What follows belongs to an exercise in optimizing a design on an open flow for small area; a production flow would make more cautious choices. Only simulation tests tie the RTL to the original design; equivalence was not proved. Power is estimated from default activity; no workload was simulated.

==> flow/design.v <==
module ibus_decoder (
    input  wire        clk,
    input  wire        rst,
    input  wire        in_valid,
    input  wire [7:0]  in_byte,
    output reg  [15:0] ch0,
    output reg  [15:0] ch1,
    output reg  [15:0] ch2,
    output reg  [15:0] ch3,
    output reg  [15:0] ch4,
    output reg  [15:0] ch5
);
    reg [4:0]  rem;
    reg [3:0]  idx;
    reg [12:0] acc;
    reg [95:0] sr;
    wire idle   = (rem == 5'd0);
    wire ck_hi  = (rem == 5'd1);
    wire accum  = (rem[4:2] != 3'd0) || (rem == 5'd3);
    wire len_ok = (in_byte[7:6] == 2'b00) && (in_byte[5] ? (in_byte[4:0] == 5'd0)
                                                         : (in_byte[4:2] != 3'd0));
    wire idx_done = (idx == 4'd13);
    wire shift    = in_valid && accum && (idx < 4'd13);
    wire csum_ok = (acc[7:0] == 8'hFF) && (in_byte == {3'b111, ~acc[12:8]});
    wire commit  = in_valid && ck_hi && csum_ok && idx_done;
    always @(posedge clk) begin
        if (rst)
            rem <= 5'd0;
        else if (in_valid) begin
            if (idle)
                rem <= len_ok ? (in_byte[4:0] - 5'd1) : 5'd0;
            else
                rem <= rem - 5'd1;
        end
    end
    always @(posedge clk)
        if (shift)
            sr <= {in_byte, sr[95:8]};
    wire [7:0] vbyte = in_byte & {8{in_valid}};
    always @(posedge clk)
        acc <= (idle ? 13'd0 : acc) + {5'd0, vbyte};
    always @(posedge clk) begin
        if (in_valid && idle)
            idx <= 4'd0;
        else if (shift)
            idx <= (idx == 4'd0 && in_byte != 8'h40) ? 4'd15 : idx + 4'd1;
    end
    wire        ld   = commit && !rst;
    wire        hold = !commit && !rst;
    wire [95:0] ch_q = {ch5, ch4, ch3, ch2, ch1, ch0};
    wire [95:0] ch_d = (sr & {96{ld}}) | (ch_q & {96{hold}});
    always @(posedge clk)
        {ch5, ch4, ch3, ch2, ch1, ch0} <= ch_d;
endmodule
module mixer_core (
    input  wire [15:0] steer,
    input  wire [15:0] throttle,
    output wire [8:0]  red,
    output wire [8:0]  full,
    output wire        a_red,
    output wire        a_full,
    output wire        b_red,
    output wire        b_full
);
    wire steer_right = (steer >= 16'd1510);
    wire steer_left  = (steer <= 16'd1490);
    wire [8:0] bsum = steer[7:0] + steer[15:8];
    wire [5:0] nsum = bsum[3:0] + bsum[7:4] + bsum[8];
    reg  [2:0] m;
    always @(*) m = nsum % 6'd5;
    reg [17:0] kc;
    always @(*) begin
        case ({steer_left, m})
            4'b0000: kc = 18'd1001;
            4'b0001: kc = 18'd1002;
            4'b0010: kc = 18'd1003;
            4'b0011: kc = 18'd999;
            4'b0100: kc = 18'd1000;
            4'b1000: kc = -18'sd2000;
            4'b1001: kc = -18'sd2001;
            4'b1010: kc = -18'sd2002;
            4'b1011: kc = -18'sd1998;
            4'b1100: kc = -18'sd1999;
            default: kc = 18'bx;
        endcase
    end
    wire [17:0] sx = {2'b00, steer} ^ {18{~steer_left}};    
    wire [17:0] y  = {3'b000, throttle[15:1]} + sx + kc + {17'd0, throttle[0]};
    wire red_ok  = (y[17:9] == 9'd0) && (y[8:0] <= 9'd500);
    wire full_ok = (throttle >= 16'd1000) && (throttle <= 16'd2000);
    wire [8:0] yf = throttle[9:1] + throttle[0] - 9'd500;    
    assign red    = y[8:0];
    assign full   = yf;
    assign a_red  = steer_left && red_ok;
    assign a_full = !steer_left && full_ok;
    assign b_red  = steer_right && red_ok;
    assign b_full = !steer_right && full_ok;
endmodule
module drive_mixer (
    input  wire        clk,
    input  wire        rst,
    input  wire        tick,
    input  wire [15:0] steer,
    input  wire [15:0] throttle,
    output reg  [8:0]  a_speed,
    output reg  [8:0]  b_speed
);
    wire [8:0] red, full;
    wire       a_red, a_full, b_red, b_full;
    mixer_core u_core (
        .steer    (steer),
        .throttle (throttle),
        .red      (red),
        .full     (full),
        .a_red    (a_red),
        .a_full   (a_full),
        .b_red    (b_red),
        .b_full   (b_full)
    );
    wire ld   = tick && !rst;
    wire hold = !tick && !rst;
    wire la_r = ld && a_red;
    wire la_f = ld && a_full;
    wire lb_r = ld && b_red;
    wire lb_f = ld && b_full;
    always @(posedge clk) begin
        a_speed <= (red & {9{la_r}}) | (full & {9{la_f}}) | (a_speed & {9{hold}});
        b_speed <= (red & {9{lb_r}}) | (full & {9{lb_f}}) | (b_speed & {9{hold}});
    end
endmodule
module ibus_mixer #(
    parameter [15:0] DUTY_MAX = 16'd500
) (
    input  wire        clk,
    input  wire        rst,
    input  wire        in_valid,
    input  wire [7:0]  in_byte,
    input  wire        tick,
    output wire [15:0] ch0,
    output wire [15:0] ch1,
    output wire [15:0] ch2,
    output wire [15:0] ch3,
    output wire [15:0] ch4,
    output wire [15:0] ch5,
    output wire [15:0] a_speed,
    output wire [15:0] b_speed,
    output wire        a_dir,
    output wire        b_dir
);
    wire [8:0] a9, b9;
    ibus_decoder u_decoder (
        .clk      (clk),
        .rst      (rst),
        .in_valid (in_valid),
        .in_byte  (in_byte),
        .ch0      (ch0),
        .ch1      (ch1),
        .ch2      (ch2),
        .ch3      (ch3),
        .ch4      (ch4),
        .ch5      (ch5)
    );
    drive_mixer u_mixer (
        .clk      (clk),
        .rst      (rst),
        .tick     (tick),
        .steer    (ch0),
        .throttle (ch2),
        .a_speed  (a9),
        .b_speed  (b9)
    );
    assign a_speed = {7'd0, a9};
    assign b_speed = {7'd0, b9};
    assign a_dir   = 1'b0;
    assign b_dir   = 1'b0;
endmodule
==> flow/flow/run.sh <==
#!/bin/bash
# The standard layout (standard.sh) with these changes:
#  - synthesis maps the logic with an area-oriented ABC script
#    (flow/abc_area.script, used through ABC_AREA=1 from a copy of the
#    ORFS scripts folder) and leaves adders to ABC (no ADDER_MAP_FILE);
#    flip-flop mapping is untouched;
#  - ports are buffered with buf_1;
#  - the clock tree uses clkbuf_4 in small clusters, without dummy loads;
#  - the constant outputs share synthesis's single tie cell.
# make's output goes to standard.log; ORFS writes each step's log under orfs/logs.
set -euo pipefail
HERE=$(pwd)
rm -rf "$HERE/scripts_mod"
cp -r "$FLOW_HOME/scripts" "$HERE/scripts_mod"
cp "$HERE/flow/abc_area.script" "$HERE/scripts_mod/abc_area.script"
bash standard.sh \
  "SCRIPTS_DIR=$HERE/scripts_mod" \
  "ABC_AREA=1" \
  "ADDER_MAP_FILE=" \
  "SKIP_REPAIR_TIE_FANOUT=1" \
  "BUFFER_PORTS_ARGS=-buffer_cell sky130_fd_sc_hd__buf_1" \
  "CTS_ARGS=-sink_clustering_enable -repair_clock_nets -dont_use_dummy_load -buf_list sky130_fd_sc_hd__clkbuf_4 -sink_clustering_size 11 -sink_clustering_max_diameter 40" \
  finish > standard.log 2>&1
==> flow/flow/abc_area.script <==
strash
&get -n
&dch -f
&if -a -K 3
&mfs -e -W 20 -L 20
&fx
&st
&put
balance -l
resub -K 6 -l
rewrite -l
resub -K 6 -N 2 -l
refactor -l
resub -K 8 -l
balance -l
resub -K 8 -N 2 -l
rewrite -l
resub -K 10 -l
rewrite -z -l
resub -K 10 -N 2 -l
balance -l
resub -K 12 -l
refactor -z -l
resub -K 12 -N 2 -l
rewrite -z -l
balance -l
&get -n
&dch -f
&if -a -K 4
&mfs -e -W 20 -L 20
&fx
&st
&put
balance -l
resub -K 6 -l
rewrite -l
resub -K 6 -N 2 -l
refactor -l
resub -K 8 -l
balance -l
resub -K 8 -N 2 -l
rewrite -l
resub -K 10 -l
rewrite -z -l
resub -K 10 -N 2 -l
balance -l
resub -K 12 -l
refactor -z -l
resub -K 12 -N 2 -l
rewrite -z -l
balance -l
&get -n
&dch -f
&if -a -K 3
&mfs -e -W 20 -L 20
&fx
&st
&put
balance -l
resub -K 6 -l
rewrite -l
resub -K 6 -N 2 -l
refactor -l
resub -K 8 -l
balance -l
resub -K 8 -N 2 -l
rewrite -l
resub -K 10 -l
rewrite -z -l
resub -K 10 -N 2 -l
balance -l
resub -K 12 -l
refactor -z -l
resub -K 12 -N 2 -l
rewrite -z -l
balance -l
&get -n
&dch -f
&if -a -K 4
&mfs -e -W 20 -L 20
&fx
&st
&put
balance -l
resub -K 6 -l
rewrite -l
resub -K 6 -N 2 -l
refactor -l
resub -K 8 -l
balance -l
resub -K 8 -N 2 -l
rewrite -l
resub -K 10 -l
rewrite -z -l
resub -K 10 -N 2 -l
balance -l
resub -K 12 -l
refactor -z -l
resub -K 12 -N 2 -l
rewrite -z -l
balance -l
&get -n
&st
&dch -f
&nf -p -F 8 -R 1000
&put
topo
==> flow/standard.sh <==
#!/bin/bash
# synth_recipe.tcl (not shown) runs the flow's synth.tcl, then flattens the netlist and writes it again
# the make line also repeats each setting of config.mk as NAME=value (left out here)
make -C /OpenROAD-flow-scripts/flow DESIGN_CONFIG=/design/flow/config.mk WORK_HOME=/design/flow/orfs CLKGATE_MAP_FILE= SYNTH_SCRIPT=/design/flow/synth_recipe.tcl "${@:-finish}"
==> flow/config.mk <==
export PLATFORM = sky130hd
export DESIGN_NAME = ibus_mixer
export DESIGN_NICKNAME = ibus_mixer
export VERILOG_FILES = /design/flow/design.v
export SDC_FILE = /design/flow/constraint.sdc
export NUM_CORES = 4
export LEC_CHECK = 0
export CAP_MARGIN = 20
export CORE_MARGIN = 2
export CORE_UTILIZATION = 60
export SLEW_MARGIN = 20
==> flow/constraint.sdc <==
create_clock -name core_clock -period 33.0 [get_ports {clk}]
set_input_delay 6.6000 -clock core_clock [delete_from_list [all_inputs] [get_ports {clk}]]
set_output_delay 6.6000 -clock core_clock [all_outputs]
set_load 0.01 [all_outputs]
==> results of run 1 <==
[registers in the layout (all words and copies together), names as in the netlist]
register         cells
u_mixer.b_speed      9
u_decoder.ch0       16
u_mixer.a_speed      9
u_decoder.rem        5
u_decoder.idx        4
u_decoder.ch2       16
u_decoder.ch5       16
u_decoder.ch3       16
u_decoder.acc       13
u_decoder.sr        96
u_decoder.ch1       16
u_decoder.ch4       16
[critical path: cells and delay by family]
kind,cells,cell delay [ns]
compound gates,5,0.81
buf+inv,1,0.54
simple gates,6,1.17
fa+ha+maj,5,1.89
[kinds of logic after synthesis]
family	share of synthesized area
xor+xnor	0.09390
mux	0.001250
fa+ha+maj	0.01889
compound gates	0.1543
simple gates	0.09182
buf+inv	0.01709
flops	0.6223
other cells	0.0004163
[final cells by class]
cell class | count | area share
Multi-Input combinational cell | 463 | 0.3316
Clock buffer | 28 | 0.02131
Timing Repair Buffer | 131 | 0.05189
Tap cell | 184 | 0.02334
Sequential cell | 232 | 0.5684
Inverter | 9 | 0.003426
[layer usage]
metal  global-route usage  wire, um  part of all wire
met5                    0         0                 0
met4              0.07886       485             0.025
met3              0.04935      1116             0.058
met2               0.4052      9384              0.49
met1               0.3047      8095              0.42
[power by group through the flow]
stage | registers [mW] | clock network, mW | logic [mW]
6_report | 0.331 | 0.122 | 0.0402
2_1_floorplan | 0.335 | 0 | 0.0319
5_1_grt | 0.334 | 0.137 | 0.0444
3_5_place_dp | 0.337 | 0 | 0.0401
3_3_place_gp | 0.336 | 0 | 0.0385
4_1_cts | 0.331 | 0.127 | 0.0401
[cell usage in the layout, fill, tap and decap left out, types with 3 or more instances in the layout]
master,count
o21a_1,4
maj3_1,17
o221ai_1,18
xor2_1,38
a22o_1,96
clkinv_1,9
clkbuf_4,28
and2_0,7
nor4_1,8
nand4_1,6
nor2b_1,12
nand3_1,6
buf_4,5
dfxtp_1,136
a31oi_1,3
a21oi_1,26
a21o_1,4
nor3_1,9
nor2_1,39
nand2_1,55
buf_1,125
edfxtp_1,96
o21ai_0,12
nand4b_1,3
and3_1,5
nand2b_1,7
xnor2_1,56
[metrics by stage]
step | setup slack [ns] | hold WS, ns | utilization | std cells | total power [mW]
2_1_floorplan | 22.39 | 0.4273 | - | 720 | 0.3666
3_3_place_gp | 22.08 | 0.4282 | 0.6611 | 1018 | 0.3748
3_5_place_dp | 21.95 | 0.4347 | 0.6611 | 1018 | 0.3774
4_1_cts | 22.65 | 0.3947 | 0.6755 | 1046 | 0.4978
5_1_grt | 22.29 | 0.4047 | 0.6760 | 1047 | 0.5149
6_report | 22.54 | 0.4156 | 0.6760 | 1047 | 0.4938
[worst max path at each step]
stage	startpoint	to	depth (start not counted)
2_1_floorplan	in_byte[2]	u_decoder.ch0[0]$_DFF_P_	5
3_5_place_dp	in_valid	u_decoder.acc[11]$_DFF_P_	17
6_report	in_valid	u_decoder.acc[11]$_DFF_P_	17
5_1_grt	in_valid	u_decoder.acc[11]$_DFF_P_	17
3_3_place_gp	in_valid	u_decoder.acc[12]$_DFF_P_	17
4_1_cts	in_valid	u_decoder.acc[11]$_DFF_P_	17
==> flow_summary.yaml, run 1 <==
run_status:
  status: "finished clean"
cts:
  cts_made_buffers: 28
  clockBufferDepth: 3
  postCtsSetupBuffers: 0
  h-tree-depth: 1
  holdBufCountCts: 0
  root_buffer: "clkbuf_4"
  clkTransAtPathRegs_ns: 0.11
  insertion_delay_ns: 0.66
  clkSinkCount: 232
  post_cts_resized: 0
  cts_tree: "yes"
drt:
  ant_nets: 0
  drtIter0Drc: 411
  vias: 6212
  drcViolationCount: 0
  viasPerCell: 5.933
  first_pass_iters: 5
  finalWirelength_um: 19080
  wl_per_cell_um: 18.23
global_route:
  grt-ovfl-total: 0
  grt_pass1_wl_um: 30960
  antenna_found_initial: 0
  grt_max_degree: 97
  grt_usage: 0.2376
  grt_pass1_vias: 6124
logic_synthesis:
  ys_seq_area_frac: 0.6223
  synth_most_common_cell: "dfxtp_1"
  yosysTopAreaCell: "edfxtp_1"
  synth_edf_count: 96
  ys.flop_type: "dfxtp_1"
  synth_top_area_frac: 0.3200
  synth.top_cells.by_count: "dfxtp_1 (136), a22o_1 (96), edfxtp_1 (96)"
  async_reset_ff_frac: 0
  synth_seq_cells: 232
  netlist_instances: 720
  yosysWarnings: 3
  synthTopCellsByArea: "edfxtp_1 (32%), dfxtp_1 (30%), a22o_1 (9.3%), xnor2_1 (5.4%), xor2_1 (3.7%)"
  post_synth.cell_area_avg_um2: 12.51
  syn_area_mm2: 0.009007
  synth_nets: 732
  synth_cell_types: 47
final_layout:
  num_antenna_cells: 0
  fin_nets: 877
  n_fill_cell: 1126
  drive_above_1_share: 0.04403
  multiInputGateArea_mm2: 0.003271
  finalInstanceArea_mm2: 0.009862
  area_delta_synth_final_pct: 9.487
  seq_area_mm2: 0.005605
die:
  num_rows: 44
  dieWidth_um: 126.5
  chipHeight_um: 126.5
  initial_core_util: 0.6174
  dieArea_mm2: 0.01601
  fp.coreArea_mm2: 0.01459
  io_pins: 142
power_and_ir_drop:
  p_sw_uw: 120.2
  cellLeakagePower_nw: 3.419
  p_clk_frac: 0.248
  seq_power_share: 0.671
  ir_drop_mv: 0.03909
  swShare: 0.2435
  powerDensity_mw_per_mm2: 50.07
  pwr-share-comb: 0.081
  p_int_uw: 373.6
sta:
  tightest_slew_ns: 1.009
  clock.fmax_mhz: 95.65
  fin_worst_skew_ns: 0.07302
  relSlewSlack: 0.3273
  fin_tns_setup_ns: 0
  slew_violations: 0
  rsz0062_at_grt: "false"
  post-route-min-period_ns: 10.46
  hold_viol_final: 0
  finalSetupViolations: 0
  fin_crit_sh: 0.3168
placed_design:
  dpl_cell_area_mm2: 0.009644
  dp_hpwl_um: 12780
  numPortBuffers: 125
  gp_congestion: 0.8968
worst_setup_path:
  crit_slowest_cell: "buf_1"
  worst_path_largest_cell_delay_ns: 0.54
  critPathLaunchType: "input port"
  worst_setup_path_end_kind: "flop"
  crit_top_cell: "maj3_1"
  arrival_ns: 10.99
  crit_fanout: 17
  crit_path_cell_trace: "buf_1 -> and4_1 -> a21oi_1 -> a21oi_1 -> a21oi_1 -> a21oi_1 -> nor2_1 -> a21o_1 -> maj3_1 -> maj3_1 -> maj3_1 -> maj3_1 -> maj3_1 -> nor2_1 -> and2_0 -> nand3_1 -> nor2b_1"
  rr_startpoint: "u_decoder.ch0[9]$_DFF_P_"
  r2r_setup_slack_ns: 23.06
  critPathKind: "in -> reg"
  cp.required_ns: 33.54
  r2r_end: "u_mixer.b_speed[5]$_DFF_P_"
  reg2reg_depth: 37
worst_hold_path:
  hold_depth: 0
  min-delay-start: "u_decoder.sr[28]$_DFFE_PP_"
  min_to: "u_decoder.sr[20]$_DFFE_PP_"
  worstHoldPathType: "reg -> reg"
run:
  drv_cap: 0
==> run 2: changes to the inputs <==
--- a/flow/design.v
+++ b/flow/design.v
@@ -34,7 +34,7 @@
         end
     end
+    wire        keep = !shift && !idle;
     always @(posedge clk)
-        if (shift)
-            sr <= {in_byte, sr[95:8]};
+        sr <= ({in_byte, sr[95:8]} & {96{shift}}) | (sr & {96{keep}});
     wire [7:0] vbyte = in_byte & {8{in_valid}};
     always @(posedge clk)
--- a/flow/config.mk
+++ b/flow/config.mk
@@ -8,4 +8,4 @@
 export CAP_MARGIN = 20
 export CORE_MARGIN = 2
-export CORE_UTILIZATION = 60
+export CORE_UTILIZATION = 75
 export SLEW_MARGIN = 20
==> run 2 against run 1 <==
Compared with the run above:
- still clean on timing, DRC and antenna
- largest cell class unchanged
- sequential share of layout area is 8.8 points lower
- core utilization increased by 17 points
- non-clock buffer count fell by 2
- critical path type is now reg -> reg
==> flow_summary.yaml, run 2 <==
cts:
  root_buffer: "clkbuf_4"
  h-tree-depth: 1
  insertion_delay_ns: 0.68
  cts_tree: "yes"
  cts_made_buffers: 27
  clkTransAtPathRegs_ns: 0.09
  holdBufCountCts: 0
  clkSinkCount: 232
  clockBufferDepth: 3
  postCtsSetupBuffers: 0
  post_cts_resized: 0
logic_synthesis:
  netlist_instances: 812
  synthTopCellsByArea: "dfxtp_1 (52%), a22o_1 (19%), xnor2_1 (5.6%), xor2_1 (4.2%), maj3_1 (2.4%)"
  synth-compound-area-share: 0.2545
  synth_top_family_by_area: "compound AO/OA/AOI/OAI gates"
  synth_most_common_cell: "dfxtp_1"
  post_synth.cell_area_avg_um2: 10.92
  synth_xor_area_frac: 0.09881
  synth_top_area_frac: 0.5240
  ys.flop_type: "dfxtp_1"
  synth_nets: 824
  yosysWarnings: 3
  synth_mux_area_frac: 0
  synth_cell_types: 43
  synth_seq_cells: 232
  synth_fa_ha_area_frac: 0.02372
  synth_edf_count: 0
  synth-simple-area-share: 0.08202
  yosysTopAreaCell: "dfxtp_1"
  async_reset_ff_frac: 0
  syn_area_mm2: 0.008864
  synth.top_cells.by_count: "dfxtp_1 (232), a22o_1 (192), xnor2_1 (57)"
  ys_seq_area_frac: 0.5240
sta:
  hold_viol_final: 0
  finalSetupViolations: 0
  slew_violations: 0
  tightest_slew_ns: 1.070
  post-route-min-period_ns: 10.28
  fin_worst_skew_ns: 0.08461
  relSlewSlack: 0.2870
  fin_tns_setup_ns: 0
  rsz0062_at_grt: "false"
  clock.fmax_mhz: 97.29
  fin_ws_ns: 22.72
  fin_crit_sh: 0.3115
power_and_ir_drop:
  ir_drop_mv: 0.04133
  cellLeakagePower_nw: 3.564
  powerDensity_mw_per_mm2: 47.88
run:
  drv_cap: 0
worst_setup_path:
  cp.required_ns: 33.51
  cp_num_buf_inv: 2
  crit_top_cell: "maj3_1"
  reg2reg_depth: 34
  critPathKind: "reg -> reg"
  worst_path_largest_cell_delay_ns: 0.52
  crit_fanout: 9
  worst_setup_path_end_kind: "flop"
  cp_num_cells: 34
  crit_slowest_cell: "dfxtp_1"
  arrival_ns: 10.79
  worst_path_dominant_cell_family: "adder cells"
  critPathLaunchType: "flop"
drt:
  ant_nets: 0
  drcViolationCount: 0
  viasPerCell: 6.603
  wl_per_cell_um: 19.09
  drtIter0Drc: 689
  first_pass_iters: 5
  vias: 7237
  finalWirelength_um: 20930
die:
  dieArea_mm2: 0.01270
  fp.coreArea_mm2: 0.01147
  chipHeight_um: 112.7
  dieWidth_um: 112.7
  num_rows: 39
  io_pins: 142
  initial_core_util: 0.7729
final_layout:
  fin_nets: 966
  final_cell_mix: "dfxtp_1 (232), a22o_1 (192), buf_1 (125)"
  layout_commonest_cell: "dfxtp_1"
  largest_register_ff_count: 96
  n_fill_cell: 691
  top_register: "u_decoder.sr"
  drive_above_1_share: 0.03782
  area_delta_synth_final_pct: 9.091
global_route:
  grt-ovfl-total: 0
  grt_usage: 0.3188
  antenna_found_initial: 1
  grt_pass1_vias: 6933
  grt_max_degree: 102
  grt_pass1_wl_um: 33830
worst_hold_path:
  worstHoldPathType: "reg -> reg"
  hold_depth: 2
placed_design:
  gp_congestion: 0.9274
  dp_hpwl_um: 13830
  place_ws_ns: 22.12
  numPortBuffers: 125
run_status:
  status: "finished clean"
## run 2: changes by cell type after synthesis, sizes merged, moves of 6 or more
cell / previous run / this run
nor2: 41 / 33
dfxtp: 136 / 232
a22o: 96 / 192
o221ai: 18 / 12
o21ai: 13 / 22
edfxtp: 96 / 0
## run 2: routing by layer
metal,track usage,up-vias,share of wire
met5,0,-,0
li1,-,3341,-
met3,0.05838,56,0.072
met1,0.4219,3547,0.42
met4,0.1106,0,0.026
met2,0.5309,293,0.48
## run 2: path summary, 6_finish.rpt
kind | from | to | slack, ns
worst max register to register | u_decoder.ch0[1]$_DFF_P_ | u_mixer.a_speed[6]$_DFF_P_ | 22.72
worst min-delay path | u_mixer.a_speed[5]$_DFF_P_ | u_mixer.a_speed[5]$_DFF_P_ | 0.47
worst max-delay path | u_decoder.ch0[1]$_DFF_P_ | u_mixer.a_speed[6]$_DFF_P_ | 22.72
worst min register to register | u_mixer.a_speed[5]$_DFF_P_ | u_mixer.a_speed[5]$_DFF_P_ | 0.47
## run 2: cell type report
class / instances / area (um2) / share of cell area
antenna: 1 / 2.502 / 0.0002588
multi-input combinational: 557 / 4115 / 0.4256
timing repair buffer: 129 / 499.2 / 0.05163
inverter: 7 / 26.28 / 0.002717
tap: 143 / 178.9 / 0.01850
sequential: 232 / 4644 / 0.4803
clock buffer: 27 / 202.7 / 0.02096
## run 2: through the flow
stage | hold WS (ns) | utilization | area (um2) | power, mW | std cells
floorplan | 0.4433 | - | 8864 | 0.3349 | 812
global placement | 0.4435 | 0.8250 | 9460 | 0.3449 | 1068
detailed placement | 0.4501 | 0.8250 | 9460 | 0.3477 | 1068
CTS | 0.4621 | 0.8427 | 9663 | 0.4638 | 1095
global route | 0.4909 | 0.8432 | 9669 | 0.4811 | 1096
finish | 0.4715 | 0.8432 | 9669 | 0.4630 | 1096
## run 2: where the power goes
part / switching [mW] / total, mW / internal, mW
Sequential: 0.00775 / 0.297 / 0.289
Clock: 0.0831 / 0.121 / 0.0375
Combinational: 0.0316 / 0.0456 / 0.0140
Total: 0.122 / 0.463 / 0.340
## run 2: cells by family (layout without fill, tap and decap cells)
logic type      after synthesis  in the layout
compound gates              282            282
flops                       232            232
simple gates                153            153
xor+xnor                    100            100
buf+inv                      23            163
fa+ha+maj                    21             21
other cells                   1              2
## run 2: worst min-delay path: stages, from the launching register on
cell and delay [ns]:
dfxtp_1 0.33, nand2_1 0.05, o221ai_1 0.06
==> run 3: changes to the inputs <==
--- a/flow/config.mk
+++ b/flow/config.mk
@@ -8,4 +8,4 @@
 export CAP_MARGIN = 20
 export CORE_MARGIN = 2
-export CORE_UTILIZATION = 75
+export CORE_UTILIZATION = 60
 export SLEW_MARGIN = 20
==> run 3 against run 2 <==
Compared with the run above:
- global-route usage decreased by 6.6 points
- largest power group unchanged
- critical path type is now in -> reg
- core utilization decreased by 17 points
- register-to-register slack improved by 0.12 ns
- synthesized cell count unchanged
- clock skew increased by 0.045 ns
- still clean on timing, DRC and antenna
- hold slack got worse by 0.0051 ns
==> flow_summary.yaml, run 3 <==
logic_synthesis:
  synth_most_common_cell: "dfxtp_1"
  synth_top_area_frac: 0.5240
  netlist_instances: 812
  synth_seq_cells: 232
  synth.top_cells.by_count: "dfxtp_1 (232), a22o_1 (192), xnor2_1 (57)"
  synth_edf_count: 0
  syn_area_mm2: 0.008864
  async_reset_ff_frac: 0
  synthTopCellsByArea: "dfxtp_1 (52%), a22o_1 (19%), xnor2_1 (5.6%), xor2_1 (4.2%), maj3_1 (2.4%)"
  ys_seq_area_frac: 0.5240
  synth_cell_types: 43
  yosysWarnings: 3
  ys.flop_type: "dfxtp_1"
  synth_nets: 824
  post_synth.cell_area_avg_um2: 10.92
  yosysTopAreaCell: "dfxtp_1"
power_and_ir_drop:
  seq_power_share: 0.638
  pwr-share-comb: 0.097
  p_clk_frac: 0.265
  ir_drop_mv: 0.03819
  swShare: 0.2640
  powerDensity_mw_per_mm2: 47.69
  cellLeakagePower_nw: 3.574
  p_int_uw: 341.8
  p_sw_uw: 122.6
worst_setup_path:
  crit_top_cell: "maj3_1"
  arrival_ns: 10.90
  r2r_end: "u_mixer.b_speed[0]$_DFF_P_"
  crit_path_cell_trace: "buf_1 -> and4_1 -> a21oi_1 -> a21oi_1 -> a21oi_1 -> a21oi_1 -> nor2_1 -> a21o_1 -> maj3_1 -> maj3_1 -> maj3_1 -> maj3_1 -> maj3_1 -> nor2_1 -> and2_0 -> nand3_1 -> xor2_1"
  crit_fanout: 14
  cp.required_ns: 33.57
  reg2reg_depth: 34
  rr_startpoint: "u_decoder.ch0[1]$_DFF_P_"
  worst_setup_path_end_kind: "flop"
  r2r_setup_slack_ns: 22.84
  crit_slowest_cell: "buf_1"
  critPathLaunchType: "input port"
  cp-endpoint: "u_decoder.acc[12]$_DFF_P_"
  cp-startpoint: "in_valid"
  critPathKind: "in -> reg"
  worst_path_largest_cell_delay_ns: 0.44
sta:
  tightest_slew_ns: 1.065
  hold_viol_final: 0
  slew_violations: 0
  fin_crit_sh: 0.3130
  post-route-min-period_ns: 10.33
  fin_tns_setup_ns: 0
  fin_worst_skew_ns: 0.1298
  relSlewSlack: 0.2900
  clock.fmax_mhz: 96.81
  finalHoldWorstSlack_ns: 0.4664
  finalSetupViolations: 0
  rsz0062_at_grt: "false"
cts:
  postCtsSetupBuffers: 0
  h-tree-depth: 1
  cts_tree: "yes"
  clkTransAtPathRegs_ns: 0.11
  clockBufferDepth: 3
  cts_made_buffers: 28
  root_buffer: "clkbuf_4"
  clkSinkCount: 232
  holdBufCountCts: 0
  post_cts_resized: 0
  insertion_delay_ns: 0.68
final_layout:
  drive_above_1_share: 0.03983
  layout_commonest_cell: "dfxtp_1"
  fin_nets: 968
  area_delta_synth_final_pct: 9.839
  largest_register_ff_count: 96
  final_cell_mix: "dfxtp_1 (232), a22o_1 (192), buf_1 (125)"
  utilization: 0.6724
  finalInstanceArea_mm2: 0.009736
  top_register: "u_decoder.sr"
  fin_cells: 1139
placed_design:
  gp_congestion: 0.8671
  dpl_cell_area_mm2: 0.009519
  dp_hpwl_um: 13430
  place_inst: 1110
  numPortBuffers: 125
die:
  fp.coreArea_mm2: 0.01448
  dieWidth_um: 125.5
  io_pins: 142
  chipHeight_um: 125.5
  num_rows: 44
  initial_core_util: 0.6122
  dieArea_mm2: 0.01576
drt:
  vias: 7091
  viasPerCell: 6.226
  wl_per_cell_um: 17.75
  drtIter0Drc: 494
  finalWirelength_um: 20220
  drcViolationCount: 0
  first_pass_iters: 5
  ant_nets: 0
global_route:
  antenna_found_initial: 1
  grt_max_degree: 102
  grt-ovfl-total: 0
  grt_usage: 0.2533
  grt_pass1_wl_um: 33780
  grt_pass1_vias: 6776
run_status:
  status: "finished clean"
worst_hold_path:
  worstHoldPathType: "reg -> reg"
run:
  drv_cap: 0
## run 3: cell count changes in the layout (fill, tap and decap cells not counted)
cell | previous run | this run
buf_4 | 4 | 5
clkbuf_4 | 27 | 28
## run 3: power by group through the flow
stage	clock [mW]	sequential, mW	combinational [mW]
finish	0.123	0.296	0.0452
global route	0.137	0.298	0.0509
CTS	0.125	0.296	0.0453
detailed placement	0	0.302	0.0452
global placement	0	0.302	0.0437
floorplan	0	0.300	0.0347
## run 3: cell type report
| type | count | area, um2 |
|---|---|---|
| clock buffers | 28 | 210.2 |
| diodes | 1 | 2.502 |
| flip-flops and latches | 232 | 4644 |
| fillers | 1205 | 4743 |
| well taps | 184 | 230.2 |
| inverters | 7 | 26.28 |
| repair buffers | 130 | 506.7 |
| multi-input cells | 557 | 4115 |
## run 3: stage by stage
step,total power [mW],worst slack [ns]
2_1_floorplan,0.3349,13.99
3_3_place_gp,0.3456,22.21
3_5_place_dp,0.3476,22.02
4_1_cts,0.4662,22.74
5_1_grt,0.4856,22.24
6_report,0.4643,22.67
## run 3: metal layers
metal | share of wire | track usage | wire [um] | vias to the layer above
met1 | 0.45 | 0.3483 | 9160 | 3479
met5 | 0 | 0 | 0 | -
li1 | - | - | - | 3347
met3 | 0.065 | 0.05734 | 1318 | 39
met2 | 0.46 | 0.4064 | 9334 | 226
met4 | 0.020 | 0.06471 | 404 | 0
## run 3: how the worst min path moves through the flow
stage,startpoint,end,cells after the start
after floorplan,u_decoder.sr[0]$_DFF_P_,u_decoder.ch0[0]$_DFF_P_,1
after global placement,u_mixer.b_speed[0]$_DFF_P_,u_mixer.b_speed[0]$_DFF_P_,2
after detailed placement,u_decoder.sr[2]$_DFF_P_,u_decoder.ch0[2]$_DFF_P_,1
after CTS,u_mixer.a_speed[0]$_DFF_P_,u_mixer.a_speed[0]$_DFF_P_,2
after global routing,u_mixer.a_speed[0]$_DFF_P_,u_mixer.a_speed[0]$_DFF_P_,2
final,u_mixer.a_speed[0]$_DFF_P_,u_mixer.a_speed[0]$_DFF_P_,2
## run 3: kinds of logic (layout without fill, tap and decap cells)
kind of cell               Yosys count  count (layout)  share of synthesized area
other                                1               2                  0.0004231
DFF                                232             232                     0.5240
xor gates and xnor gates           100             100                    0.09881
and+or+nand+nor                    153             153                    0.08202
adders and majority gates           21              21                    0.02372
AOI/OAI and AO/OA                  282             282                     0.2545
buffers and inverters               23             165                    0.01652
## run 3: worst max-delay path: cells and delay by family
family | cells | cell delay (ns)
adder cells (fa/ha/maj) | 5 | 1.88
AND/OR/NAND/NOR | 5 | 1.02
AO/OA/AOI/OAI | 5 | 0.78
buffers and inverters | 1 | 0.44
XOR/XNOR | 1 | 0.18
==> run 4: changes to the inputs <==
--- a/flow/config.mk
+++ b/flow/config.mk
@@ -6,6 +6,6 @@
 export NUM_CORES = 4
 export LEC_CHECK = 0
-export CAP_MARGIN = 20
+export CAP_MARGIN = 5
 export CORE_MARGIN = 2
 export CORE_UTILIZATION = 60
-export SLEW_MARGIN = 20
+export SLEW_MARGIN = 5
==> run 4 against run 3 <==
Compared with the run above:
- still clean on timing, DRC and antenna
- worst setup slack got worse by 0.034 ns
- maximum frequency shrank 0.32%
- sequential power is essentially flat
- critical path type unchanged
- largest cell class unchanged
- highest routed layer unchanged
==> flow_summary.yaml, run 4 <==
run_status:
  status: "finished clean"
global_route:
  grt_pass1_vias: 6776
  use_met3: 0.05734
  grt-ovfl-total: 0
  grt_pass1_wl_um: 33780
  use_met1: 0.3483
  grtUsageMet2: 0.4064
  grt_usage: 0.2533
  grt_max_degree: 102
  antenna_found_initial: 1
  top_usage_layer: "met2"
sta:
  rsz0062_at_grt: "false"
  fin_ws_ns: 22.64
  hold_viol_final: 0
  relSlewSlack: 0.1341
  tightest_slew_ns: 1.294
  clock.fmax_mhz: 96.49
  slew_violations: 0
  fin_tns_setup_ns: 0
  fin_crit_sh: 0.3140
  finalSetupViolations: 0
  post-route-min-period_ns: 10.36
  fin_worst_skew_ns: 0.1382
cts:
  post_cts_resized: 0
  cts_made_buffers: 28
  holdBufCountCts: 0
  postCtsSetupBuffers: 0
  root_buffer: "clkbuf_4"
  clockBufferDepth: 3
  insertion_delay_ns: 0.68
  h-tree-depth: 1
  clkTransAtPathRegs_ns: 0.11
  clkSinkCount: 232
  cts_tree: "yes"
worst_setup_path:
  crit_fanout: 14
  worst_setup_path_end_kind: "flop"
  critPathKind: "in -> reg"
  cp.required_ns: 33.58
  arrival_ns: 10.94
  critPathLaunchType: "input port"
logic_synthesis:
  synth_most_common_cell: "dfxtp_1"
  synth_fa_ha_area_frac: 0.02372
  synth_seq_cells: 232
  syn_area_mm2: 0.008864
  synth_top_family_by_area: "compound AO/OA/AOI/OAI gates"
  synthTopCellsByArea: "dfxtp_1 (52%), a22o_1 (19%), xnor2_1 (5.6%), xor2_1 (4.2%), maj3_1 (2.4%)"
  ys.flop_type: "dfxtp_1"
  synth-simple-area-share: 0.08202
  synth_nets: 824
  synth_mux_area_frac: 0
  synth.top_cells.by_count: "dfxtp_1 (232), a22o_1 (192), xnor2_1 (57)"
  netlist_instances: 812
  synth_edf_count: 0
  yosysWarnings: 3
  synth-compound-area-share: 0.2545
  async_reset_ff_frac: 0
  synth_top_area_frac: 0.5240
  synth_cell_types: 43
  ys_seq_area_frac: 0.5240
  yosysTopAreaCell: "dfxtp_1"
  synth_xor_area_frac: 0.09881
  post_synth.cell_area_avg_um2: 10.92
run:
  drv_cap: 0
die:
  initial_core_util: 0.6122
  num_rows: 44
  dieWidth_um: 125.5
  chipHeight_um: 125.5
  fp.coreArea_mm2: 0.01448
  io_pins: 142
  dieArea_mm2: 0.01576
drt:
  vias: 7065
  drtIter0Drc: 499
  drcViolationCount: 0
  first_pass_iters: 5
  viasPerCell: 6.197
  finalWirelength_um: 20310
  wl_per_cell_um: 17.81
  ant_nets: 0
final_layout:
  n_fill_cell: 1204
  layout_commonest_cell: "dfxtp_1"
  largest_register_ff_count: 96
  top_register: "u_decoder.sr"
  fin_nets: 969
  final_cell_mix: "dfxtp_1 (232), a22o_1 (192), buf_1 (125)"
  utilization: 0.6730
  drive_above_1_share: 0.03874
  fin_cells: 1140
  area_delta_synth_final_pct: 9.938
  finalInstanceArea_mm2: 0.009744
power_and_ir_drop:
  cellLeakagePower_nw: 3.594
  powerDensity_mw_per_mm2: 47.64
  ir_drop_mv: 0.03852
placed_design:
  place_ws_ns: 22.02
  gp_congestion: 0.8671
  dp_hpwl_um: 13430
  place_inst: 1110
  dpl_cell_area_mm2: 0.009519
  numPortBuffers: 125
worst_hold_path:
  worstHoldPathType: "reg -> reg"
run 4: cell counts after synthesis:
Identical to the previous run, type by type.
run 4: logic make-up (layout without fill, tap and decap cells):
family / Yosys count / in the layout
compound gates: 282 / 282
flops: 232 / 232
simple gates: 153 / 153
xor+xnor: 100 / 100
buf+inv: 23 / 166
fa+ha+maj: 21 / 21
other cells: 1 / 2
run 4: power breakdown:
part	switching, mW	internal, mW
clock network	0.0838	0.0388
registers	0.00727	0.289
logic	0.0314	0.0141
run 4: worst paths after layout:
kind	to	startpoint	cells after the start	slack (ns)
worst max-delay path	u_decoder.acc[12]$_DFF_P_	in_valid	17	22.64
worst min-delay path	u_mixer.a_speed[0]$_DFF_P_	u_mixer.a_speed[0]$_DFF_P_	2	0.47
worst max register to register	u_mixer.b_speed[0]$_DFF_P_	u_decoder.ch0[1]$_DFF_P_	34	22.88
worst min register to register	u_mixer.a_speed[0]$_DFF_P_	u_mixer.a_speed[0]$_DFF_P_	2	0.47
run 4: layout make-up:
class,instances,area [um2],share of cell area
sequential,232,4644,0.4766
tap,184,230.2,0.02363
clock buffer,28,210.2,0.02157
antenna,1,2.502,0.0002568
inverter,7,26.28,0.002696
timing repair buffer,131,519.2,0.05329
multi-input combinational,557,4111,0.4219
run 4: critical path: stages:
cell and delay [ns]:
buf_1 0.46, and4_1 0.35, a21oi_1 0.07, a21oi_1 0.23
a21oi_1 0.13, a21oi_1 0.17, nor2_1 0.10, a21o_1 0.21
maj3_1 0.37, maj3_1 0.38, maj3_1 0.37, maj3_1 0.38
maj3_1 0.38, nor2_1 0.15, and2_0 0.26, nand3_1 0.16
xor2_1 0.18
run 4: per-layer routing:
| layer | wire, um | up-vias |
|---|---|---|
| met5 | 0 | - |
| met4 | 410 | 0 |
| met3 | 1382 | 39 |
| met2 | 9403 | 236 |
| met1 | 9112 | 3440 |
| li1 | - | 3350 |
run 4: stage by stage:
step / hold slack [ns] / total power, mW
2_1_floorplan: 0.4433 / 0.3349
3_3_place_gp: 0.4450 / 0.3456
3_5_place_dp: 0.4540 / 0.3476
4_1_cts: 0.4676 / 0.4662
5_1_grt: 0.4979 / 0.4857
6_report: 0.4687 / 0.4642
==> run 5: changes to the inputs <==
--- a/flow/config.mk
+++ b/flow/config.mk
@@ -6,6 +6,6 @@
 export NUM_CORES = 4
 export LEC_CHECK = 0
-export CAP_MARGIN = 5
+export CAP_MARGIN = 0
 export CORE_MARGIN = 2
 export CORE_UTILIZATION = 60
-export SLEW_MARGIN = 5
+export SLEW_MARGIN = 0
==> run 5 against run 4 <==
Compared with the run above:
- core utilization decreased by 0.086 points
- wire length decreased by 0.26%
- worst setup slack improved by 0.0053 ns
- first-iteration DRC count decreased by 1.2%
- via count increased by 0.38%
- highest routed layer unchanged
- combinational power about the same
- hold slack got worse by 0.0021 ns
- clock skew decreased by 0.0060 ns
- register-to-register slack improved by 0.02 ns
- critical path depth unchanged
==> flow_summary.yaml, run 5 <==
logic_synthesis:
  syn_area_mm2: 0.008864
  synth_cell_types: 43
  ys.flop_type: "dfxtp_1"
  yosysWarnings: 3
  synth_edf_count: 0
  async_reset_ff_frac: 0
  synth_top_area_frac: 0.5240
  synth.top_cells.by_count: "dfxtp_1 (232), a22o_1 (192), xnor2_1 (57)"
  post_synth.cell_area_avg_um2: 10.92
  synth_nets: 824
  netlist_instances: 812
  synth_seq_cells: 232
  ys_seq_area_frac: 0.5240
  yosysTopAreaCell: "dfxtp_1"
  synth_most_common_cell: "dfxtp_1"
  synthTopCellsByArea: "dfxtp_1 (52%), a22o_1 (19%), xnor2_1 (5.6%), xor2_1 (4.2%), maj3_1 (2.4%)"
drt:
  ant_nets: 0
  vias: 7092
  drcViolationCount: 0
  finalWirelength_um: 20260
  viasPerCell: 6.227
  wl_per_cell_um: 17.78
  first_pass_iters: 5
  drtIter0Drc: 493
power_and_ir_drop:
  swShare: 0.2640
  ir_drop_mv: 0.03841
  cellLeakagePower_nw: 3.574
  p_clk_frac: 0.265
  seq_power_share: 0.638
  pwr-share-comb: 0.097
  p_sw_uw: 122.6
  powerDensity_mw_per_mm2: 47.71
  p_int_uw: 341.7
sta:
  fin_crit_sh: 0.3139
  fin_worst_skew_ns: 0.1321
  clock.fmax_mhz: 96.54
  finalSetupViolations: 0
  slew_violations: 0
  relSlewSlack: 0.1747
  hold_viol_final: 0
  post-route-min-period_ns: 10.36
  fin_tns_setup_ns: 0
  finalHoldWorstSlack_ns: 0.4666
  tightest_slew_ns: 1.233
  rsz0062_at_grt: "false"
placed_design:
  place_inst: 1110
  numPortBuffers: 125
  gp_congestion: 0.8671
  dp_hpwl_um: 13430
worst_setup_path:
  worst_path_largest_cell_delay_ns: 0.45
  worst_path_dominant_cell_family: "adder cells"
  critPathKind: "in -> reg"
  crit_slowest_cell: "buf_1"
  crit_top_cell: "maj3_1"
  worst_setup_path_end_kind: "flop"
  cp-endpoint: "u_decoder.acc[12]$_DFF_P_"
  cp-startpoint: "in_valid"
  r2r_end: "u_mixer.b_speed[0]$_DFF_P_"
  crit_path_cell_trace: "buf_1 -> and4_1 -> a21oi_1 -> a21oi_1 -> a21oi_1 -> a21oi_1 -> nor2_1 -> a21o_1 -> maj3_1 -> maj3_1 -> maj3_1 -> maj3_1 -> maj3_1 -> nor2_1 -> and2_0 -> nand3_1 -> xor2_1"
  cp_num_buf_inv: 1
  rr_startpoint: "u_decoder.ch0[1]$_DFF_P_"
  critPathLaunchType: "input port"
  cp.required_ns: 33.58
  arrival_ns: 10.93
  reg2reg_depth: 34
  cp_num_cells: 17
  r2r_setup_slack_ns: 22.90
  crit_fanout: 14
final_layout:
  n_fill_cell: 1208
  area_delta_synth_final_pct: 9.797
  fin_cells: 1139
  top_register: "u_decoder.sr"
  final_cell_mix: "dfxtp_1 (232), a22o_1 (192), buf_1 (125)"
  largest_register_ff_count: 96
  fin_nets: 968
  drive_above_1_share: 0.03878
  layout_commonest_cell: "dfxtp_1"
cts:
  clkTransAtPathRegs_ns: 0.11
  post_cts_resized: 0
  h-tree-depth: 1
  insertion_delay_ns: 0.68
  clockBufferDepth: 3
  root_buffer: "clkbuf_4"
  holdBufCountCts: 0
  postCtsSetupBuffers: 0
  cts_tree: "yes"
  cts_made_buffers: 28
  clkSinkCount: 232
die:
  dieWidth_um: 125.5
  num_rows: 44
  dieArea_mm2: 0.01576
  io_pins: 142
  initial_core_util: 0.6122
  chipHeight_um: 125.5
  fp.coreArea_mm2: 0.01448
worst_hold_path:
  worstHoldPathType: "reg -> reg"
global_route:
  antenna_found_initial: 1
  grt_pass1_wl_um: 33780
  grt_max_degree: 102
  use_met3: 0.05734
  grt-ovfl-total: 0
  use_met1: 0.3483
  grtUsageMet2: 0.4064
  grt_usage: 0.2533
  grt_pass1_vias: 6776
  top_usage_layer: "met2"
run:
  drv_cap: 0
run_status:
  status: "finished clean"
run 5: cells by family after synthesis:
group | count (synthesis) | share of synthesized area
AO/OA/AOI/OAI | 282 | 0.2545
flip-flops | 232 | 0.5240
AND/OR/NAND/NOR | 153 | 0.08202
XOR/XNOR | 100 | 0.09881
buffers and inverters | 23 | 0.01652
adder cells (fa/ha/maj) | 21 | 0.02372
other | 1 | 0.0004231
run 5: cell type report:
type                            instances  area (um2)  share of cell area
Antenna cell                            1       2.502           0.0002571
Clock buffer                           28       210.2             0.02160
Inverter                                7       26.28            0.002700
Multi-Input combinational cell        557        4111              0.4225
Sequential cell                       232        4644              0.4772
Tap cell                              184       230.2             0.02366
Timing Repair Buffer                  130       506.7             0.05207
run 5: worst reg2reg max path, delay by kind of cell, from the launching register on:
kind,cells,cell delay (ns)
AO/OA/AOI/OAI,8,1.59
adder cells (fa/ha/maj),13,5.31
AND/OR/NAND/NOR,8,1.72
XOR/XNOR,3,0.59
flip-flops,1,0.54
buffers and inverters,2,0.13
run 5: stage by stage:
stage               power, mW  cell area, um2  utilization  setup WS [ns]
finish                 0.4643            9732       0.6721          22.64
global route           0.4855            9732       0.6721          22.24
CTS                    0.4662            9729       0.6720          22.74
detailed placement     0.3476            9519       0.6574          22.02
global placement       0.3456            9519       0.6574          22.21
floorplan              0.3349            8864            -          13.99
run 5: layer usage:
layer	part of all wire	vias to the layer above
met4	0.020	0
met1	0.45	3475
met5	0	-
met3	0.067	35
met2	0.46	235
li1	-	3347
run 5: power by group through the flow:
| stage | Sequential (mW) | Combinational (mW) | Clock, mW |
|---|---|---|---|
| finish | 0.296 | 0.0452 | 0.123 |
| global route | 0.298 | 0.0508 | 0.137 |
| CTS | 0.296 | 0.0453 | 0.125 |
| detailed placement | 0.302 | 0.0452 | 0 |
| global placement | 0.302 | 0.0437 | 0 |
| floorplan | 0.300 | 0.0347 | 0 |
run 5: how the worst min path moves through the flow:
stage,from,endpoint,cells after the start
global placement,u_mixer.b_speed[0]$_DFF_P_,u_mixer.b_speed[0]$_DFF_P_,2
finish,u_mixer.a_speed[0]$_DFF_P_,u_mixer.a_speed[0]$_DFF_P_,2
detailed placement,u_decoder.sr[2]$_DFF_P_,u_decoder.ch0[2]$_DFF_P_,1
global route,u_mixer.a_speed[0]$_DFF_P_,u_mixer.a_speed[0]$_DFF_P_,2
CTS,u_mixer.a_speed[0]$_DFF_P_,u_mixer.a_speed[0]$_DFF_P_,2
floorplan,u_decoder.sr[0]$_DFF_P_,u_decoder.ch0[0]$_DFF_P_,1
==> run 6: changes to the inputs <==
--- a/flow/flow/run.sh
+++ b/flow/flow/run.sh
@@ -20,4 +20,4 @@
   "SKIP_REPAIR_TIE_FANOUT=1" \
   "BUFFER_PORTS_ARGS=-buffer_cell sky130_fd_sc_hd__buf_1" \
-  "CTS_ARGS=-sink_clustering_enable -repair_clock_nets -dont_use_dummy_load -buf_list sky130_fd_sc_hd__clkbuf_4 -sink_clustering_size 11 -sink_clustering_max_diameter 40" \
+  "CTS_ARGS=-sink_clustering_enable -repair_clock_nets -dont_use_dummy_load -buf_list sky130_fd_sc_hd__clkbuf_8 -sink_clustering_size 22 -sink_clustering_max_diameter 60" \
   finish > standard.log 2>&1
--- a/flow/config.mk
+++ b/flow/config.mk
@@ -6,6 +6,6 @@
 export NUM_CORES = 4
 export LEC_CHECK = 0
-export CAP_MARGIN = 0
+export CAP_MARGIN = 20
 export CORE_MARGIN = 2
 export CORE_UTILIZATION = 60
-export SLEW_MARGIN = 0
+export SLEW_MARGIN = 20
==> run 6 against run 5 <==
Compared with the run above:
- sequential power barely moved
- combinational power barely moved
- clock-buffer cell count fell by 13
- design area barely moved
- synthesized cell count did not move
- still clean
- global-route usage fell by 0.37 points
- cell count fell by 1.2%
- sequential share of layout area barely moved
- first-iteration DRC count rose by 4.9%
==> flow_summary.yaml, run 6 <==
global_route:
  grt_usage: 0.2496
  grt-ovfl-total: 0
  grt_pass1_vias: 6676
  antenna_found_initial: 0
  grt_pass1_wl_um: 33260
  grt_max_degree: 102
worst_setup_path:
  crit_path_cell_trace: "buf_1 -> and4_1 -> a21oi_1 -> a21oi_1 -> a21oi_1 -> a21oi_1 -> nor2_1 -> a21o_1 -> maj3_1 -> maj3_1 -> maj3_1 -> maj3_1 -> maj3_1 -> nor2_1 -> and2_0 -> nand3_1 -> xor2_1"
  crit_slowest_cell: "buf_1"
  worst_path_dominant_cell_family: "adder cells"
  cp_num_buf_inv: 1
  reg2reg_depth: 34
  cp_num_cells: 17
  arrival_ns: 10.88
  cp.required_ns: 33.36
  critPathKind: "in -> reg"
  critPathLaunchType: "input port"
  crit_top_cell: "maj3_1"
  worst_setup_path_end_kind: "flop"
  worst_path_largest_cell_delay_ns: 0.44
  crit_fanout: 14
logic_synthesis:
  synth_edf_count: 0
  ys_seq_area_frac: 0.5240
  synth_seq_cells: 232
  synth_top_area_frac: 0.5240
  syn_area_mm2: 0.008864
  async_reset_ff_frac: 0
  ys.flop_type: "dfxtp_1"
  synth.top_cells.by_count: "dfxtp_1 (232), a22o_1 (192), xnor2_1 (57)"
  synthTopCellsByArea: "dfxtp_1 (52%), a22o_1 (19%), xnor2_1 (5.6%), xor2_1 (4.2%), maj3_1 (2.4%)"
  synth_cell_types: 43
  netlist_instances: 812
  synth_nets: 824
  post_synth.cell_area_avg_um2: 10.92
  yosysWarnings: 3
  synth_most_common_cell: "dfxtp_1"
  yosysTopAreaCell: "dfxtp_1"
placed_design:
  dpl_cell_area_mm2: 0.009519
  dp_hpwl_um: 13430
  gp_congestion: 0.8671
  numPortBuffers: 125
sta:
  post-route-min-period_ns: 10.52
  clock.fmax_mhz: 95.06
  hold_viol_final: 0
  rsz0062_at_grt: "false"
  slew_violations: 0
  fin_tns_setup_ns: 0
  tightest_slew_ns: 1.073
  relSlewSlack: 0.2850
  finalSetupViolations: 0
  fin_crit_sh: 0.3188
  fin_worst_skew_ns: 0.04295
final_layout:
  top_register: "u_decoder.sr"
  fin_nets: 955
  largest_register_ff_count: 96
  multiInputGateArea_mm2: 0.004115
  final_cell_mix: "dfxtp_1 (232), a22o_1 (192), buf_1 (125)"
  area_delta_synth_final_pct: 9.768
  n_fill_cell: 1205
  num_antenna_cells: 0
  seq_area_mm2: 0.004644
  drive_above_1_share: 0.02657
  finalInstanceArea_mm2: 0.009729
  layout_commonest_cell: "dfxtp_1"
cts:
  insertion_delay_ns: 0.51
  clkSinkCount: 232
  holdBufCountCts: 0
  root_buffer: "clkbuf_8"
  h-tree-depth: 1
  cts_tree: "yes"
  clockBufferDepth: 3
  postCtsSetupBuffers: 0
  post_cts_resized: 0
  clkTransAtPathRegs_ns: 0.10
  cts_made_buffers: 15
drt:
  finalWirelength_um: 19950
  drcViolationCount: 0
  ant_nets: 0
  drtIter0Drc: 517
  viasPerCell: 6.201
  vias: 6976
  first_pass_iters: 4
  wl_per_cell_um: 17.73
power_and_ir_drop:
  finalPower_uw: 461.8
  powerDensity_mw_per_mm2: 47.47
  cellLeakagePower_nw: 3.553
  ir_drop_mv: 0.03050
die:
  dieWidth_um: 125.5
  io_pins: 142
  initial_core_util: 0.6122
  fp.coreArea_mm2: 0.01448
  dieArea_mm2: 0.01576
  chipHeight_um: 125.5
  num_rows: 44
run:
  drv_cap: 0
worst_hold_path:
  hold_depth: 2
  worstHoldPathType: "reg -> reg"
run_status:
  status: "finished clean"
-- run 6: cell families (layout without fill, tap and decap cells) --
| group | Yosys count | after routing | share of synthesized area |
|---|---|---|---|
| fa+ha+maj | 21 | 21 | 0.02372 |
| compound gates | 282 | 282 | 0.2545 |
| buf+inv | 23 | 152 | 0.01652 |
| simple gates | 153 | 153 | 0.08202 |
| flops | 232 | 232 | 0.5240 |
| other cells | 1 | 1 | 0.0004231 |
| xor+xnor | 100 | 100 | 0.09881 |
-- run 6: per-layer routing --
| layer | global-route usage | vias up | share of wire |
|---|---|---|---|
| li1 | - | 3319 | - |
| met1 | 0.3469 | 3422 | 0.46 |
| met2 | 0.4035 | 209 | 0.46 |
| met3 | 0.05092 | 26 | 0.065 |
| met4 | 0.05752 | 0 | 0.013 |
| met5 | 0 | - | 0 |
-- run 6: area by class of cell --
cell class	instances	share of cell area
tap	184	0.02366
multi-input combinational	557	0.4230
inverter	7	0.002701
sequential	232	0.4774
timing repair buffer	130	0.05208
clock buffer	15	0.02122
-- run 6: final timing paths --
check                          endpoint  slack [ns]                        from
max           u_decoder.acc[12]$_DFF_P_       22.48                    in_valid
min          u_mixer.a_speed[4]$_DFF_P_        0.48  u_mixer.a_speed[4]$_DFF_P_
max reg2reg  u_mixer.b_speed[6]$_DFF_P_       22.97    u_decoder.ch0[9]$_DFF_P_
min reg2reg  u_mixer.a_speed[4]$_DFF_P_        0.48  u_mixer.a_speed[4]$_DFF_P_
-- run 6: through the flow --
step / hold WS (ns) / cells / setup WS (ns) / util
final: 0.4808 / 1125 / 22.48 / 0.6720
after global routing: 0.5065 / 1125 / 22.12 / 0.6720
after CTS: 0.4827 / 1125 / 22.52 / 0.6717
after detailed placement: 0.4540 / 1110 / 22.02 / 0.6574
after global placement: 0.4450 / 1110 / 22.21 / 0.6574
after floorplan: 0.4433 / 812 / 13.99 / -
-- run 6: tightest hold or removal path, stage by stage (launching register included) --
cell	delay, ns
dfxtp_1	0.34
a21oi_1	0.06
o21ai_0	0.05
-- run 6: where the power goes --
part,internal (mW),total [mW],leakage [nW],switching [mW]
sequential,0.289,0.296,1.87,0.00726
clock,0.0415,0.120,0.108,0.0789
combinational,0.0140,0.0452,1.57,0.0311
total,0.344,0.462,3.55,0.117
==> run 7: changes to the inputs <==
--- a/flow/flow/run.sh
+++ b/flow/flow/run.sh
@@ -20,4 +20,4 @@
   "SKIP_REPAIR_TIE_FANOUT=1" \
   "BUFFER_PORTS_ARGS=-buffer_cell sky130_fd_sc_hd__buf_1" \
-  "CTS_ARGS=-sink_clustering_enable -repair_clock_nets -dont_use_dummy_load -buf_list sky130_fd_sc_hd__clkbuf_8 -sink_clustering_size 22 -sink_clustering_max_diameter 60" \
+  "CTS_ARGS=-sink_clustering_enable -repair_clock_nets -dont_use_dummy_load -buf_list sky130_fd_sc_hd__clkbuf_4 -sink_clustering_buffer sky130_fd_sc_hd__clkbuf_2 -sink_clustering_size 6 -sink_clustering_max_diameter 30" \
   finish > standard.log 2>&1
==> run 7 against run 6 <==
Compared with the run above:
- still clean on timing, DRC and antenna
- maximum frequency is 0.95% higher
- critical path depth stayed put
- via count is 2.8% higher
- largest power group unchanged
- cell count is 2.8% higher
- highest routed layer unchanged
- largest cell class unchanged
- sequential share of layout area is 0.19 points lower
- critical endpoint unchanged
- design area is 0.40% higher
==> flow_summary.yaml, run 7 <==
power_and_ir_drop:
  finalPower_uw: 471.4
  p_clk_frac: 0.276
  powerDensity_mw_per_mm2: 48.26
  ir_drop_mv: 0.03427
  seq_power_share: 0.628
  swShare: 0.2731
  p_sw_uw: 128.8
  p_int_uw: 342.7
  pwr-share-comb: 0.096
  cellLeakagePower_nw: 3.638
global_route:
  grt_pass1_wl_um: 34110
  grt-ovfl-total: 0
  antenna_found_initial: 1
  grt_max_degree: 102
  grt_usage: 0.2573
  grt_pass1_vias: 6960
cts:
  clkSinkCount: 232
  root_buffer: "clkbuf_4"
  postCtsSetupBuffers: 0
  clkTransAtPathRegs_ns: 0.11
  post_cts_resized: 0
  cts_tree: "yes"
  cts_made_buffers: 46
  insertion_delay_ns: 0.62
  clockBufferDepth: 3
  holdBufCountCts: 0
  h-tree-depth: 2
logic_synthesis:
  synthTopCellsByArea: "dfxtp_1 (52%), a22o_1 (19%), xnor2_1 (5.6%), xor2_1 (4.2%), maj3_1 (2.4%)"
  yosysWarnings: 3
  synth_xor_area_frac: 0.09881
  synth_edf_count: 0
  netlist_instances: 812
  synth_fa_ha_area_frac: 0.02372
  synth_seq_cells: 232
  post_synth.cell_area_avg_um2: 10.92
  ys.flop_type: "dfxtp_1"
  syn_area_mm2: 0.008864
  yosysTopAreaCell: "dfxtp_1"
  synth_top_family_by_area: "compound AO/OA/AOI/OAI gates"
  async_reset_ff_frac: 0
  synth.top_cells.by_count: "dfxtp_1 (232), a22o_1 (192), xnor2_1 (57)"
  synth-simple-area-share: 0.08202
  synth_most_common_cell: "dfxtp_1"
  synth_mux_area_frac: 0
  synth_nets: 824
  synth_top_area_frac: 0.5240
  synth-compound-area-share: 0.2545
  ys_seq_area_frac: 0.5240
  synth_cell_types: 43
worst_setup_path:
  reg2reg_depth: 34
  critPathLaunchType: "input port"
  crit_top_cell: "maj3_1"
  worst_path_largest_cell_delay_ns: 0.43
  crit_slowest_cell: "buf_1"
  cp_num_buf_inv: 1
  cp_num_cells: 17
  arrival_ns: 10.89
  crit_fanout: 14
  crit_path_cell_trace: "buf_1 -> and4_1 -> a21oi_1 -> a21oi_1 -> a21oi_1 -> a21oi_1 -> nor2_1 -> a21o_1 -> maj3_1 -> maj3_1 -> maj3_1 -> maj3_1 -> maj3_1 -> nor2_1 -> and2_0 -> nand3_1 -> xor2_1"
  worst_path_dominant_cell_family: "adder cells"
  cp.required_ns: 33.47
  worst_setup_path_end_kind: "flop"
  critPathKind: "in -> reg"
final_layout:
  finalInstanceArea_mm2: 0.009768
  layout_commonest_cell: "dfxtp_1"
  top_register: "u_decoder.sr"
  largest_register_ff_count: 96
  drive_above_1_share: 0.05761
  fin_nets: 986
  n_fill_cell: 1205
  seq_area_mm2: 0.004644
  utilization: 0.6746
  area_delta_synth_final_pct: 10.21
  fin_cells: 1157
  final_cell_mix: "dfxtp_1 (232), a22o_1 (192), buf_1 (125)"
  multiInputGateArea_mm2: 0.004115
placed_design:
  place_ws_ns: 22.02
  numPortBuffers: 125
  dpl_cell_area_mm2: 0.009519
  gp_congestion: 0.8671
  dp_hpwl_um: 13430
  place_inst: 1110
drt:
  drtIter0Drc: 545
  first_pass_iters: 5
  ant_nets: 0
  vias: 7172
  wl_per_cell_um: 17.63
  finalWirelength_um: 20400
  drcViolationCount: 0
  viasPerCell: 6.199
sta:
  fin_tns_setup_ns: 0
  hold_viol_final: 0
  finalSetupViolations: 0
  finalHoldWorstSlack_ns: 0.4654
  clock.fmax_mhz: 95.97
  fin_ws_ns: 22.58
  slew_violations: 0
  fin_crit_sh: 0.3158
  tightest_slew_ns: 1.060
  rsz0062_at_grt: "false"
  post-route-min-period_ns: 10.42
  relSlewSlack: 0.2934
  fin_worst_skew_ns: 0.09382
die:
  fp.coreArea_mm2: 0.01448
  initial_core_util: 0.6122
  chipHeight_um: 125.5
  dieArea_mm2: 0.01576
  num_rows: 44
  dieWidth_um: 125.5
  io_pins: 142
worst_hold_path:
  worstHoldPathType: "reg -> reg"
  hold_depth: 2
run_status:
  status: "finished clean"
run:
  drv_cap: 0
run 7: logic make-up (layout without fill, tap and decap cells):
| kind of cell | after synthesis | after routing |
|---|---|---|
| buf+inv | 23 | 183 |
| other cells | 1 | 2 |
| xor+xnor | 100 | 100 |
| simple gates | 153 | 153 |
| compound gates | 282 | 282 |
| fa+ha+maj | 21 | 21 |
| flops | 232 | 232 |
run 7: final cells by class:
| cell class | count | area share |
|---|---|---|
| inverter | 7 | 0.002690 |
| clock buffer | 46 | 0.02485 |
| antenna | 1 | 0.0002562 |
| sequential | 232 | 0.4755 |
| tap | 184 | 0.02357 |
| timing repair buffer | 130 | 0.05188 |
| multi-input combinational | 557 | 0.4213 |
run 7: worst paths after layout:
kind                                                 start                         end  slack (ns)
worst max-delay path                              in_valid   u_decoder.acc[12]$_DFF_P_       22.58
worst min-delay path            u_mixer.a_speed[0]$_DFF_P_  u_mixer.a_speed[0]$_DFF_P_        0.47
worst max register to register    u_decoder.ch0[1]$_DFF_P_  u_mixer.b_speed[0]$_DFF_P_       22.92
worst min register to register  u_mixer.a_speed[0]$_DFF_P_  u_mixer.a_speed[0]$_DFF_P_        0.47
run 7: per-layer routing:
metal | routed length (um) | global-route usage | vias to the layer above
met5 | 0 | 0 | -
li1 | - | - | 3398
met2 | 9474 | 0.4089 | 215
met4 | 296 | 0.07974 | 0
met1 | 9266 | 0.3430 | 3532
met3 | 1365 | 0.07146 | 27
run 7: worst reg2reg max path: cells and delay by family, from the launching register on:
| family | cells | cell delay [ns] |
|---|---|---|
| DFF | 1 | 0.56 |
| xor gates and xnor gates | 3 | 0.59 |
| AOI/OAI and AO/OA | 8 | 1.59 |
| and+or+nand+nor | 8 | 1.75 |
| adders and majority gates | 13 | 5.32 |
| buffers and inverters | 2 | 0.13 |
run 7: power groups by stage:
stage | Combinational [mW] | Clock (mW) | Sequential, mW
final | 0.0452 | 0.130 | 0.296
after global routing | 0.0509 | 0.147 | 0.298
after CTS | 0.0453 | 0.134 | 0.296
after detailed placement | 0.0452 | 0 | 0.302
after global placement | 0.0437 | 0 | 0.302
after floorplan | 0.0347 | 0 | 0.300

[afterwards: timing with drivers on the ports]
The flow's constraints put no driver on any port. The routed layouts listed below were extracted and timed again, unchanged, in two steps.
Step 1 assumes that a clkbuf_16 drives the clock port and a buf_2 every other input.
Step 2 moves the port delays by t, midway between the first and last clock arrival at a register: inputs arrive t later, outputs are due t later. That takes back most of the time a late clock gives input paths.
Slacks: ideal / step 1 / step 2; pairs: ideal / step 1.
run	shift t [ns]	setup WS [ns]	clock arrival spread, ns
run 1	0.657	22.545 / 22.559 / 21.901	0.073 / 0.073
run 2	0.681	22.721 / 22.721 / 22.102	0.086 / 0.085
run 3	0.655	22.670 / 22.684 / 22.029	0.131 / 0.130
run 4	0.653	22.637 / 22.650 / 21.997	0.138 / 0.138
run 5	0.654	22.642 / 22.656 / 22.001	0.133 / 0.133
run 6	0.530	22.481 / 22.494 / 21.965	0.043 / 0.043
run 7	0.617	22.580 / 22.595 / 21.977	0.104 / 0.103
After both steps every run listed still meets setup and hold. For run 1, which loses most, drivers alone change the setup slack by +0.014 ns; drivers and shift together by -0.644 ns.
